What follows belongs to an exercise in optimizing a design on an open flow for small area, a short achievable clock period and few clock cycles per item; a production flow would make more cautious choices. Function was checked by simulation only, so behaviour that the tests miss may differ from the original. Power figures rest on the tool's default switching activity, not on a simulated workload.

==> run a <==
Design ccm_engine, start of the top module:
module ccm_engine (
    input  wire         clk,
    input  wire         rst,           
    input  wire         host_we,
    input  wire [5:0]   host_addr,     
    input  wire [31:0]  host_wdata,
    output reg  [31:0]  host_rdata,
    output wire         irq,
    output reg          mem_req,
    output reg          mem_we,
    output reg  [63:0]  mem_addr,
    output reg  [7:0]   mem_wdata,
    input  wire         mem_ready,
    input  wire [7:0]   mem_rdata,
    input  wire         mem_err,
    output wire         enc_req,
    output wire [127:0] enc_in,
    input  wire         enc_ack,
    input  wire [127:0] enc_out,
    input  wire         cipher_ok
);
==> flow/config.mk <==
export PLATFORM = sky130hd
export DESIGN_NAME = ccm_engine
export DESIGN_NICKNAME = ccm_engine
export VERILOG_FILES = /design/flow/design.v
export SDC_FILE = /design/flow/constraint.sdc
export NUM_CORES = 4
export LEC_CHECK = 0
export CAP_MARGIN = 25
export CORE_MARGIN = 2
export CORE_UTILIZATION = 55
export CTS_CLUSTER_DIAMETER = 80
export CTS_CLUSTER_SIZE = 24
export PLACE_DENSITY = 0.65
export SLEW_MARGIN = 35
==> flow/constraint.sdc <==
create_clock -name core_clock -period 14.0 [get_ports {clk}]
set_input_delay 2.8000 -clock core_clock [delete_from_list [all_inputs] [get_ports {clk}]]
set_output_delay 2.8000 -clock core_clock [all_outputs]
set_load 0.01 [all_outputs]
standard.sh (not shown) runs the stock make flow with config.mk's settings and CLKGATE_MAP_FILE= SYNTH_SCRIPT=/design/flow/synth_recipe.tcl, a recipe that flattens the netlist after the stock synthesis.
==> flow/flow/run.sh <==
#!/bin/bash
# Layout flow: the standard ORFS flow (standard.sh, unchanged synthesis),
# with two changes made through ORFS variables:
#  - the port buffers are sky130_fd_sc_hd__buf_1 (resized where timing needs it) instead of the default delay
#    buffer, so the combinational host read path is not slowed by them
#    (every port still gets its buffer);
#  - repair_timing aims for 7 ns of setup slack (the SDC clock stays as given).
# Full tool output goes to standard_flow.log in this folder (ORFS keeps its
# per-step logs under orfs/logs).
set -euo pipefail
bash standard.sh \
    "BUFFER_PORTS_ARGS=-buffer_cell sky130_fd_sc_hd__buf_1" \
    SETUP_SLACK_MARGIN=7 \
    finish > standard_flow.log 2>&1
==> inputs of run b, as changes to run a <==
--- a/flow/design.v
+++ b/flow/design.v
@@ -54,15 +54,15 @@
     reg  [63:0] ad_addr, ad_len, in_addr, in_len, out_addr, out_len;
     reg  [2:0]   st;
     reg          is_open, has_ad, m_zero, dcmd, scrub;
     reg  [3:0]   pend_err;
     reg  [4:0]   k;           
     reg  [3:0]   kw;          
     reg  [4:0]   kn;          
-    reg          diff;        
+    reg  [7:0]   diff;
     reg  [127:0] Y, D, A;
     reg  [63:0]  ad_ptr, in_ptr, out_ptr, R;
     reg          c_busy;      
     reg  [1:0]   c_job;
     reg          b0_done, ctr_init, need_ctr, s_ok, last_blk, lastctr, s0_iss, s0_done;
     reg          ypend, ptxt, dfold, early_used;
     wire [3:0] cfg_L  = 4'd15 - active_n;
@@ -200,16 +200,16 @@
     reg [4:0] k_n, kn_n;
     reg [3:0] kw_n;
     reg       ypend_n, ptxt_n, dfold_n, need_ctr_n, s_ok_n, last_blk_n, lastctr_n, early_used_n;
     reg       s0_iss_n, c_busy_n, ctr_init_ev, b0_done_n, ctr_init_n;
     reg [1:0] c_job_n;
     reg [3:0] pend_err_n;
     reg       scrub_n, complete;
-    reg       diff_n;
-    wire       diff_rd = diff || (mem_rdata != tk);
+    reg [7:0] diff_n;
+    wire [7:0] diff_rd = diff | (mem_rdata ^ tk);
     always @(*) begin
         st_n       = st;
         k_n        = k;
         kn_n       = kn;
         kw_n       = kw;
         ypend_n    = ypend;
         ptxt_n     = ptxt;
@@ -291,15 +291,15 @@
             end
             S_TAG: begin
                 if (tg_ok) begin
                     kw_n = kw + 4'd1;
                     if (is_open) diff_n = diff_rd;
                     if ({1'b0, kw} == tag_t - 5'd1) begin
                         if (!is_open) st_n = S_FIN;
-                        else if (!diff_rd) complete = 1'b1;
+                        else if (diff_rd == 8'd0) complete = 1'b1;
                         else begin
                             pend_err_n = E_AUTH;
                             scrub_n    = 1'b1;
                             st_n       = S_FIN;
                         end
                     end
                 end else if (rq_tag && m_fail) begin
@@ -403,15 +403,15 @@
             s0_iss    <= 1'b0;
             s0_done   <= 1'b0;
             scrub     <= 1'b0;
             ptxt      <= 1'b0;
             last_blk  <= 1'b0;
             k         <= 5'd0;
             kw        <= 4'd0;
-            diff      <= 1'b0;
+            diff      <= 8'd0;
             pend_err  <= 4'd0;
             is_open   <= 1'b0;
             has_ad    <= 1'b0;
             m_zero    <= 1'b0;
             dcmd      <= 1'b0;
         end else begin
             if (host_we && host_addr == A_STATUS) begin
@@ -422,15 +422,15 @@
                 st_ovr <= 1'b1;
             if (st == S_IDLE) begin
                 is_open  <= c_open;
                 has_ad   <= ad_nz;
                 m_zero   <= m_is0;
                 k        <= {1'b0, ad_pl};
                 kw       <= 4'd0;
-                diff     <= 1'b0;
+                diff     <= 8'd0;
                 ypend    <= 1'b0;
                 ptxt     <= 1'b0;
                 dfold    <= 1'b1;    
                 b0_done  <= 1'b0;
                 ctr_init <= 1'b0;
                 need_ctr <= 1'b0;
                 early_used <= 1'b0;
==> flow/flow/run.sh (replaced) <==
#!/bin/bash
# Layout flow: the standard ORFS flow (standard.sh, unchanged synthesis),
# with two changes made through ORFS variables:
#  - the port buffers are sky130_fd_sc_hd__buf_2 instead of the default delay
#    buffer, so the combinational host read path is not slowed by them
#    (every port still gets its buffer);
#  - repair_timing aims for 7 ns of setup slack (the SDC clock stays as given).
# Full tool output goes to standard_flow.log in this folder (ORFS keeps its
# per-step logs under orfs/logs).
set -euo pipefail
bash standard.sh \
    "BUFFER_PORTS_ARGS=-buffer_cell sky130_fd_sc_hd__buf_2" \
    SETUP_SLACK_MARGIN=7 \
    finish > standard_flow.log 2>&1
Settings changed: CAP_MARGIN 25 to 15, CORE_UTILIZATION 55 to 45, CTS_CLUSTER_DIAMETER 80 to 60, CTS_CLUSTER_SIZE 24 to 20, PLACE_DENSITY 0.65 to 0.55, SLEW_MARGIN 35 to 15.
==> inputs of run c, as changes to run a <==
--- a/flow/design.v
+++ b/flow/design.v
@@ -54,15 +54,15 @@
     reg  [63:0] ad_addr, ad_len, in_addr, in_len, out_addr, out_len;
     reg  [2:0]   st;
     reg          is_open, has_ad, m_zero, dcmd, scrub;
     reg  [3:0]   pend_err;
     reg  [4:0]   k;           
     reg  [3:0]   kw;          
     reg  [4:0]   kn;          
-    reg          diff;        
+    reg  [7:0]   diff;
     reg  [127:0] Y, D, A;
     reg  [63:0]  ad_ptr, in_ptr, out_ptr, R;
     reg          c_busy;      
     reg  [1:0]   c_job;
     reg          b0_done, ctr_init, need_ctr, s_ok, last_blk, lastctr, s0_iss, s0_done;
     reg          ypend, ptxt, dfold, early_used;
     wire [3:0] cfg_L  = 4'd15 - active_n;
@@ -200,16 +200,16 @@
     reg [4:0] k_n, kn_n;
     reg [3:0] kw_n;
     reg       ypend_n, ptxt_n, dfold_n, need_ctr_n, s_ok_n, last_blk_n, lastctr_n, early_used_n;
     reg       s0_iss_n, c_busy_n, ctr_init_ev, b0_done_n, ctr_init_n;
     reg [1:0] c_job_n;
     reg [3:0] pend_err_n;
     reg       scrub_n, complete;
-    reg       diff_n;
-    wire       diff_rd = diff || (mem_rdata != tk);
+    reg [7:0] diff_n;
+    wire [7:0] diff_rd = diff | (mem_rdata ^ tk);
     always @(*) begin
         st_n       = st;
         k_n        = k;
         kn_n       = kn;
         kw_n       = kw;
         ypend_n    = ypend;
         ptxt_n     = ptxt;
@@ -291,15 +291,15 @@
             end
             S_TAG: begin
                 if (tg_ok) begin
                     kw_n = kw + 4'd1;
                     if (is_open) diff_n = diff_rd;
                     if ({1'b0, kw} == tag_t - 5'd1) begin
                         if (!is_open) st_n = S_FIN;
-                        else if (!diff_rd) complete = 1'b1;
+                        else if (diff_rd == 8'd0) complete = 1'b1;
                         else begin
                             pend_err_n = E_AUTH;
                             scrub_n    = 1'b1;
                             st_n       = S_FIN;
                         end
                     end
                 end else if (rq_tag && m_fail) begin
@@ -403,15 +403,15 @@
             s0_iss    <= 1'b0;
             s0_done   <= 1'b0;
             scrub     <= 1'b0;
             ptxt      <= 1'b0;
             last_blk  <= 1'b0;
             k         <= 5'd0;
             kw        <= 4'd0;
-            diff      <= 1'b0;
+            diff      <= 8'd0;
             pend_err  <= 4'd0;
             is_open   <= 1'b0;
             has_ad    <= 1'b0;
             m_zero    <= 1'b0;
             dcmd      <= 1'b0;
         end else begin
             if (host_we && host_addr == A_STATUS) begin
@@ -422,15 +422,15 @@
                 st_ovr <= 1'b1;
             if (st == S_IDLE) begin
                 is_open  <= c_open;
                 has_ad   <= ad_nz;
                 m_zero   <= m_is0;
                 k        <= {1'b0, ad_pl};
                 kw       <= 4'd0;
-                diff     <= 1'b0;
+                diff     <= 8'd0;
                 ypend    <= 1'b0;
                 ptxt     <= 1'b0;
                 dfold    <= 1'b1;    
                 b0_done  <= 1'b0;
                 ctr_init <= 1'b0;
                 need_ctr <= 1'b0;
                 early_used <= 1'b0;
==> flow/flow/run.sh (replaced) <==
#!/bin/bash
# Layout flow: the standard ORFS flow (standard.sh, unchanged synthesis),
# with two changes made through ORFS variables:
#  - the port buffers are sky130_fd_sc_hd__buf_2 instead of the default delay
#    buffer, so the combinational host read path is not slowed by them
#    (every port still gets its buffer);
#  - repair_timing aims for 7 ns of setup slack (the SDC clock stays as given).
# Full tool output goes to standard_flow.log in this folder (ORFS keeps its
# per-step logs under orfs/logs).
set -euo pipefail
bash standard.sh \
    "BUFFER_PORTS_ARGS=-buffer_cell sky130_fd_sc_hd__buf_2" \
    SETUP_SLACK_MARGIN=7 \
    finish > standard_flow.log 2>&1
==> qor summary <==
	run c	run b	run a
Outcome	finished clean	finished clean	finished clean
Layout cell share with drive strength beyond 1	15.9%	17.4%	11.1%
Clock buffer cells	99	144	106
Heaviest power group	combinational cells	combinational cells	sequential cells
Switch share	48.5%	47.3%	45.9%
Flop-to-flop setup slack	7.53 ns	7.54 ns	7.49 ns
Critical R2R Launch	st[1]$_SDFFE_PP0N_	st[0]$_SDFFE_PP0N_	active_t[2]$_SDFFE_PP0P_
Multi-input gates	6305	6304	6319
Crit path buffers/inverters	5	4	4
Detailed-routed wire length on met2	156000 um	177000 um	160000 um
Combinational fraction of design power	45.9%	43.9%	39.3%
Startpoint of the lowest-slack hold path	out_len[22]$_SDFFE_PP0P_	active_n[0]$_SDFFE_PP0P_	out_len[44]$_SDFFE_PP0P_
Synth Area in Adders	1.50%	1.50%	1.49%
Testbench counts of run a, summed over its fixed seeds: cycles 49,000, cmds 136.
Testbench counts of run b, summed over its fixed seeds: cycles 49,000, cmds 136.
Testbench counts of run c, summed over its fixed seeds: cycles 49,000, cmds 136.

## what the ideal ports hide
How much do the figures lean on ideal ports? The routed layouts below were timed once more, with nothing changed but the port constraints.
Step 1 assumes that a clkbuf_16 drives the clock port and a buf_2 every other input.
Step 2 also shifts input and output timing later by t, the mid clock arrival at the registers, as if the neighbouring blocks saw the same clock.
a / b / c = ideal ports / drivers / drivers and shift; a / b = the first two.
run	t (ns)	setup WS [ns]	hold WS [ns]	worst setup path after step 2	worst slew at a driven data input, ns
run a	0.863	6.675 / 6.384 / 6.384	0.495 / 0.495 / 0.495	input to output	0.28
run b	0.913	6.782 / 6.262 / 6.262	0.464 / 0.464 / 0.464	input to output	0.62
run c	0.855	6.608 / 6.366 / 6.366	0.474 / 0.474 / 0.474	input to output	0.28
After both steps every run listed still meets setup and hold. For run b, which loses most, drivers alone change the setup slack by -0.520 ns; drivers and shift together by -0.520 ns.
